Source: an optimization exercise on an open RTL-to-GDS flow (aim: small area, a short achievable clock period and few clock cycles per item). Production flows keep margins and buffers that such runs may drop. Function was checked by simulation only, so behaviour that the tests miss may differ from the original.

==> flow/design.v, too long to show whole: its modules and the start of the top module <==
// module mixpcm_lzc64: 37 lines
// module mixpcm_prod: 35 lines
// module mixpcm_add: 39 lines
// module mixpcm_round: 103 lines
// module mixpcm: 120 lines
// module mixpcm_mul24: 1118 lines
// module mixpcm_fa: 4 lines
// module mixpcm_add58: 342 lines
// module mixpcm_ge57: 119 lines
// module mixpcm_ha: 4 lines
module mixpcm (
    input  wire        clk,
    input  wire        rst,
    input  wire        in_valid,
    output wire        in_ready,
    input  wire [31:0] in_v,
    input  wire [31:0] in_x,
    input  wire [31:0] in_gv,
    input  wire [31:0] in_gi,
    output reg         out_valid,
    output reg  [31:0] out_mix,
    output reg  [15:0] out_pcm,
    output reg         out_nan
);
  // ...
==> flow/flow/run.sh <==
#!/bin/bash
# The standard layout (standard.sh) with two changes to how it is made:
# - the ports get plain sky130 buffers (buf_2) instead of the delay buffers
#   buffer_ports picks by default (still one buffer on every input and output);
# - ORFS's setup repair steps are asked for a slack margin close to the clock
#   period, so that they work the register-to-register paths down towards the
#   period the fixed I/O delays allow.
# Constraints, synthesis and every other step are the standard ones.
set -euo pipefail
bash standard.sh synth > synth.log 2>&1
bash standard.sh "BUFFER_PORTS_ARGS=-buffer_cell sky130_fd_sc_hd__buf_2" \
    SETUP_SLACK_MARGIN=34.9 finish > layout.log 2>&1
==> flow/standard.sh <==
#!/bin/bash
# synth_recipe.tcl (not shown) runs the flow's synth.tcl, then flattens the netlist and writes it again
# the make line also repeats each setting of config.mk as NAME=value (left out here)
make -C /OpenROAD-flow-scripts/flow DESIGN_CONFIG=/design/flow/config.mk WORK_HOME=/design/flow/orfs CLKGATE_MAP_FILE= SYNTH_SCRIPT=/design/flow/synth_recipe.tcl "${@:-finish}"
==> flow/config.mk <==
export PLATFORM = sky130hd
export DESIGN_NAME = mixpcm
export DESIGN_NICKNAME = mixpcm
export VERILOG_FILES = /design/flow/design.v
export SDC_FILE = /design/flow/constraint.sdc
export NUM_CORES = 4
export LEC_CHECK = 0
export CAP_MARGIN = 20
export CORE_MARGIN = 2
export CORE_UTILIZATION = 68
export PLACE_DENSITY = 0.75
export SLEW_MARGIN = 20
export SYNTH_HIERARCHICAL = 1
export SYNTH_MINIMUM_KEEP_SIZE = 0
==> flow/constraint.sdc <==
create_clock -name core_clock -period 45.0 [get_ports {clk}]
set_input_delay 9.0000 -clock core_clock [delete_from_list [all_inputs] [get_ports {clk}]]
set_output_delay 9.0000 -clock core_clock [all_outputs]
set_load 0.01 [all_outputs]
==> reports/metrics.csv, run 1 <==
metric,value,unit
outcome,finished clean,
dp.cells,8809,
hold_viol,0,
clockNetworkAreaShare,2.31,%
min_from,is1,
seq_area,9170,um^2
buffers,351,
wirelength,250,mm
preCtsSetupSlack,34490,ps
largest_class,multi-input gates,
drv_cap,0,
multi_input_area_share,77.2,%
highest_layer,met5,
fillers,7248,
setup_tns,0,ps
relSlewSlack,17.4,%
nWellTaps,1287,
fmax,99.1,MHz
crit_chain,buf_4,
grt_max_degree,88,
die_w,320,um
postCtsSetupBuffers,2,
grt_busiest_layer,met2,
die_h,320,um
track_usage,48.0,%
place_hpwl,187,mm
rr_endpoint,out_pcm[2],
vias,64700,
boundaryPins,182,
worstSkewPairLatency,640,ps
hold_class,flip-flop to flip-flop,
nFlopsAndLatches,391,
cts_htree_levels,2,
hold_path_depth,0,
Testbench counts, summed over its fixed seeds: cycles 32,032, items 32,000.
==> run 2, diff against run 1 <==
--- a/flow/config.mk
+++ b/flow/config.mk
@@ -8,6 +8,5 @@
 export CAP_MARGIN = 20
 export CORE_MARGIN = 2
-export CORE_UTILIZATION = 68
-export PLACE_DENSITY = 0.75
+export CORE_UTILIZATION = 55
 export SLEW_MARGIN = 20
 export SYNTH_HIERARCHICAL = 1
==> reports/metrics.csv, run 2 <==
metric,value,unit,change
start_util,55.6,%,was 68.8%
whs,326,ps,was 345 ps
crit_family,flip-flops,,unchanged
synth_cells,7604,,unchanged
yosysWarnings,8,,unchanged
place_area,70300,um^2,was 69800 um^2
wirelength,253,mm,was 250 mm
preCtsSetupSlack,34150,ps,was 34490 ps
setup_tns,0,ps,unchanged
outcome,finished clean,,unchanged
portBuffers,181,,unchanged
overflow,0,,unchanged
dr_wl_met2,113,mm,was 109 mm
die_area,126000,um^2,was 102000 um^2
cts_made_buffers,47,,was 46
via_per_inst,6.69,,was 7.27
boundaryPins,182,,unchanged
wire_per_inst,27.4,um,was 28.1 um
grt_pass1_wl,381,mm,was 377 mm
finalCritPeriodShare,22.5,%,was 22.4%
relSlewSlack,20.9,%,was 17.4%
synth_area,67800,um^2,unchanged
crit_arrival,1130,ps,was 1090 ps
layout_setup_ws,34870,ps,was 34910 ps
drive_gt1_share,12.6,%,was 12.4%
rsz0062_at_grt,true,,unchanged
wl_met1,99.7,mm,was 86.8 mm
grt_pass1_vias,62200,,was 64700
place_hpwl,193,mm,was 187 mm
layout_commonest_cell,nand2_1,,unchanged
cts_tree,done,,unchanged
cts_htree_levels,2,,unchanged
hold_viol,0,,unchanged
ff2ff_path_depth,35,,was 28
cpPeakStageDelay,360,ps,was 330 ps
antenna_left,0,,unchanged
crit_chain,buf_6,,was buf_4
met3WireLength,27.2,mm,was 36.0 mm
min_period,10130,ps,was 10090 ps
clock-root-buffer,clkbuf_16,,unchanged
drt_iter0_drc,7424,,was 9003
cp-end-kind,output port,,unchanged
clk_path_buf_depth,3,,unchanged
dr.pass1.iters,6,,was 8
reg.largest.list,"om x92, r2 x58",,unchanged
core_area,122000,um^2,was 98600 um^2
fmax,98.7,MHz,was 99.1 MHz
finalClockSkew,69.4,ps,was 27.1 ps
vias,61900,,was 64700
grt_max_degree,89,,was 88
hold_class,flip-flop to flip-flop,,unchanged
critPathMaxFanout,1,,unchanged
clk_pin_slew_worst_paths,60,ps,about the same
regMostFlops,om,,unchanged
largest_register_ffs,92,,unchanged
syn_area_per_cell,8.92,um^2,unchanged
fin_area,72500,um^2,was 71800 um^2
highest_layer,met5,,unchanged
setup_viol_count_final,0,,unchanged
final_cell_mix,"nand2_1 (1429), fa_1 (978), inv_1 (420)",,"was nand2_1 (1428), fa_1 (978), inv_1 (420)"
cts_sinks,391,,unchanged
cp_num_buf_inv,1,,unchanged
grt_antenna_before_repair,1,,was 6
fillers,10800,,was 7248
core.rowCount,128,,was 115
drv_slew,0,,unchanged
cp_num_cells,1,,unchanged
worstSkewPairLatency,690,ps,was 640 ps
drv_cap,0,,unchanged
crit_type,flip-flop to output port,,unchanged
required,36000,ps,about the same
cpMaxStageDelayCell,dfxtp_2,,was dfxtp_1
die_w,355,um,was 320 um
drc_errors,0,,unchanged
track_usage,39.4,%,was 48.0%
start_kind,flip-flop,,unchanged
gp_congestion,1.05,,was 1.09
areaGrowthSynthToFinish,6.85,%,was 5.90%
worst_slew_pin_slew,1170,ps,was 1210 ps
nets,9040,,was 9037
die_h,355,um,was 320 um
hold_path_depth,0,,unchanged
holdBufCountCts,0,,unchanged
==> run 2: layout make-up <==
| type | count | area, um^2 | share of cell area (%) |
|---|---|---|---|
| multi-input cells | 6354 | 55500 | 76.6 |
| flip-flops and latches | 391 | 9190 | 12.7 |
| repair buffers | 353 | 2460 | 3.40 |
| well taps | 1625 | 2030 | 2.81 |
| inverters | 437 | 1650 | 2.27 |
| clock buffers | 59 | 1260 | 1.74 |
| clock inverters | 28 | 357 | 0.492 |
| diodes | 1 | 2.50 | 0.00345 |
==> run 2: metal layers <==
layer	track usage, %	vias up
met4	17.6	2
met5	0	-
met2	61.3	3855
li1	-	26600
met1	52.4	30700
met3	9.13	764
==> run 2: through the flow <==
step,utilization [%],instances
floorplan,-,7627
global placement,57.6,9152
detailed placement,57.6,9152
CTS,59.1,9244
global route,59.4,9247
finish,59.4,9248
==> run 2: path summary, 6_finish.rpt <==
path                       to   startpoint  slack (ps)
setup / recovery  out_mix[28]  out_mix[28]       34870
hold / removal            is2          is1         330
setup reg to reg  out_mix[29]       lz2[1]       35000
hold reg to reg           is2          is1         330
==> run 2: what timing repair did <==
| action | CTS | global route |
|---|---|---|
| buffers inserted | 5 | 0 |
| gates cloned | 0 | 3 |
| hold endpoints to repair | 0 | 0 |
| resized for setup | 40 | 58 |
| pin swaps | 1 | 3 |
| endpoints found under the setup margin | 80 | 76 |
==> run 3, diff against run 2 <==
--- a/flow/flow/run.sh
+++ b/flow/flow/run.sh
@@ -10,3 +10,3 @@
 bash standard.sh synth > synth.log 2>&1
 bash standard.sh "BUFFER_PORTS_ARGS=-buffer_cell sky130_fd_sc_hd__buf_2" \
-    SETUP_SLACK_MARGIN=34.9 finish > layout.log 2>&1
+    SETUP_SLACK_MARGIN=35.1 finish > layout.log 2>&1
--- a/flow/config.mk
+++ b/flow/config.mk
@@ -8,5 +8,6 @@
 export CAP_MARGIN = 20
 export CORE_MARGIN = 2
-export CORE_UTILIZATION = 55
+export CORE_UTILIZATION = 68
+export PLACE_DENSITY = 0.75
 export SLEW_MARGIN = 20
 export SYNTH_HIERARCHICAL = 1
==> reports/metrics.csv, run 3 <==
metric,value,unit,change
holdBufCountCts,0,,unchanged
drv_cap,0,,unchanged
die_w,320,um,was 355 um
rsz0062_at_grt,true,,unchanged
nets,9039,,was 9040
drive_gt1_share,12.7,%,was 12.6%
cp-end-kind,output port,,unchanged
wirelength,248,mm,was 253 mm
cpMaxStageDelayCell,dfxtp_1,,was dfxtp_2
crit_family,flip-flops,,unchanged
outcome,finished clean,,unchanged
worstSkewPairLatency,670,ps,was 690 ps
largest_register_ffs,92,,unchanged
fmax,99.0,MHz,was 98.7 MHz
antenna_left,0,,unchanged
portBuffers,181,,unchanged
worst_slew_pin_slew,1170,ps,about the same
min_period,10100,ps,was 10130 ps
vias,64300,,was 61900
synth_area,67800,um^2,unchanged
finalClockSkew,60.4,ps,was 69.4 ps
setup_viol_count_final,0,,unchanged
wire_per_inst,27.9,um,was 27.4 um
crit_arrival,1100,ps,was 1130 ps
layout_commonest_cell,nand2_1,,unchanged
core.rowCount,115,,was 128
drc_errors,0,,unchanged
core_area,98600,um^2,was 122000 um^2
clock-root-buffer,clkbuf_16,,unchanged
cts_made_buffers,44,,was 47
grt_antenna_before_repair,10,,was 1
dr.pass1.iters,12,,was 6
reg.largest.list,"om x92, r2 x58",,unchanged
start_util,68.8,%,was 55.6%
die_area,102000,um^2,was 126000 um^2
crit_chain,buf_2,,was buf_6
finalCritPeriodShare,22.4,%,was 22.5%
synth_cells,7604,,unchanged
cts_tree,done,,unchanged
endpoint,out_pcm[14],,was out_mix[28]
cts_sinks,391,,unchanged
drt_iter0_drc,9543,,was 7424
setup_tns,0,ps,unchanged
relSlewSlack,21.5,%,was 20.9%
yosysWarnings,8,,unchanged
start_kind,flip-flop,,unchanged
cts_htree_levels,2,,unchanged
final_cell_mix,"nand2_1 (1428), fa_1 (978), inv_1 (420)",,"was nand2_1 (1429), fa_1 (978), inv_1 (420)"
gp_congestion,1.09,,was 1.05
cp_num_cells,1,,unchanged
track_usage,47.8,%,was 39.4%
clk_path_buf_depth,3,,unchanged
syn_area_per_cell,8.92,um^2,unchanged
cp-startpoint,out_pcm[14],,was out_mix[28]
cp_num_buf_inv,1,,unchanged
cpPeakStageDelay,330,ps,was 360 ps
drv_slew,0,,unchanged
ff2ff_path_depth,32,,was 35
r2r-start,p1[0],,was lz2[1]
grt_max_degree,89,,unchanged
hold_path_depth,0,,unchanged
required,36000,ps,about the same
place_hpwl,185,mm,was 193 mm
die_h,320,um,was 355 um
via_per_inst,7.22,,was 6.69
clk_pin_slew_worst_paths,60,ps,about the same
grt_pass1_vias,64600,,was 62200
grt_pass1_wl,377,mm,was 381 mm
regMostFlops,om,,unchanged
crit_type,flip-flop to output port,,unchanged
rr_endpoint,lz2[0],,was out_mix[29]
hold_viol,0,,unchanged
regToRegSetupSlack,35390,ps,was 35000 ps
boundaryPins,182,,unchanged
fin_util,73.0,%,was 59.4%
critPathMaxFanout,1,,unchanged
overflow,0,,unchanged
hold_class,flip-flop to flip-flop,,unchanged
areaGrowthSynthToFinish,6.05,%,was 6.85%
[run 3: through the flow]
step	hold slack (ps)	area, um^2	instances	setup WS (ps)
3_3_place_gp	314	69800	8806	34570
6_report	329	71900	8904	34900
3_5_place_dp	318	69900	8807	34440
4_1_cts	330	71600	8893	34900
5_1_grt	335	71900	8903	34900
2_1_floorplan	310	67900	7627	35030
[run 3: layer usage]
metal | part of all wire, % | track usage [%] | up-vias
met4 | 7.2 | 28.6 | 8
met5 | 0.020 | 0 | -
met2 | 44 | 73.2 | 5620
met1 | 35 | 59.8 | 30700
met3 | 14 | 14.4 | 1357
li1 | - | - | 26600
[run 3: final cells by class]
type                            count  area, um^2
Tap cell                         1287        1610
Inverter                          437        1650
Sequential cell                   391        9190
Timing Repair Buffer              356        2480
Fill cell                        7209       26600
Clock inverter                     26         300
Antenna cell                        1        2.50
Multi-Input combinational cell   6353       55500
Clock buffer                       53        1160
[run 3: repair_timing]
| item | in CTS | in global routing |
|---|---|---|
| endpoints found under the setup margin | 80 | 82 |
| gates cloned | 1 | 1 |
| endpoints found under the hold margin | 0 | 0 |
| pin swaps | 4 | 3 |
| resized for setup | 49 | 52 |
| buffers inserted | 6 | 8 |
[run 3: worst min-delay path by stage]
stage | end | startpoint
after floorplan | i2 | i1
after global placement | is2 | is1
after detailed placement | is2 | is1
after CTS | is2 | is1
after global routing | is2 | is1
final | is2 | is1

-- separate check: timing with driven ports --
No port has a modelled driver above. Below, the same layouts with a new extraction and two added sets of constraints.
Step 1: set_driving_cell puts a clkbuf_16 on clk and a buf_2 on each other input, an assumption about the parent block.
Step 2 adds t to the input delays and takes it off the output delays; t is the mean of the earliest and latest rising clock arrival at the registers after step 1. Input paths then give back, and output paths get back, about the clock's delay inside the block.
a / b / c = ideal ports / drivers / drivers and shift; a / b = the first two.
run | shift t [ns] | setup slack, ns | clock arrival spread, ns | worst data-port slew with drivers (ns)
run 1 | 0.704 | 34.907 / 34.829 / 34.406 | 0.032 / 0.032 | 0.05
run 2 | 0.736 | 34.868 / 34.786 / 34.573 | 0.069 / 0.069 | 0.04
run 3 | 0.718 | 34.902 / 34.823 / 34.495 | 0.060 / 0.060 | 0.05
After both steps setup and hold are still met in every run listed. For run 1, which loses most, drivers alone change the setup slack by -0.078 ns; drivers and shift together by -0.501 ns.
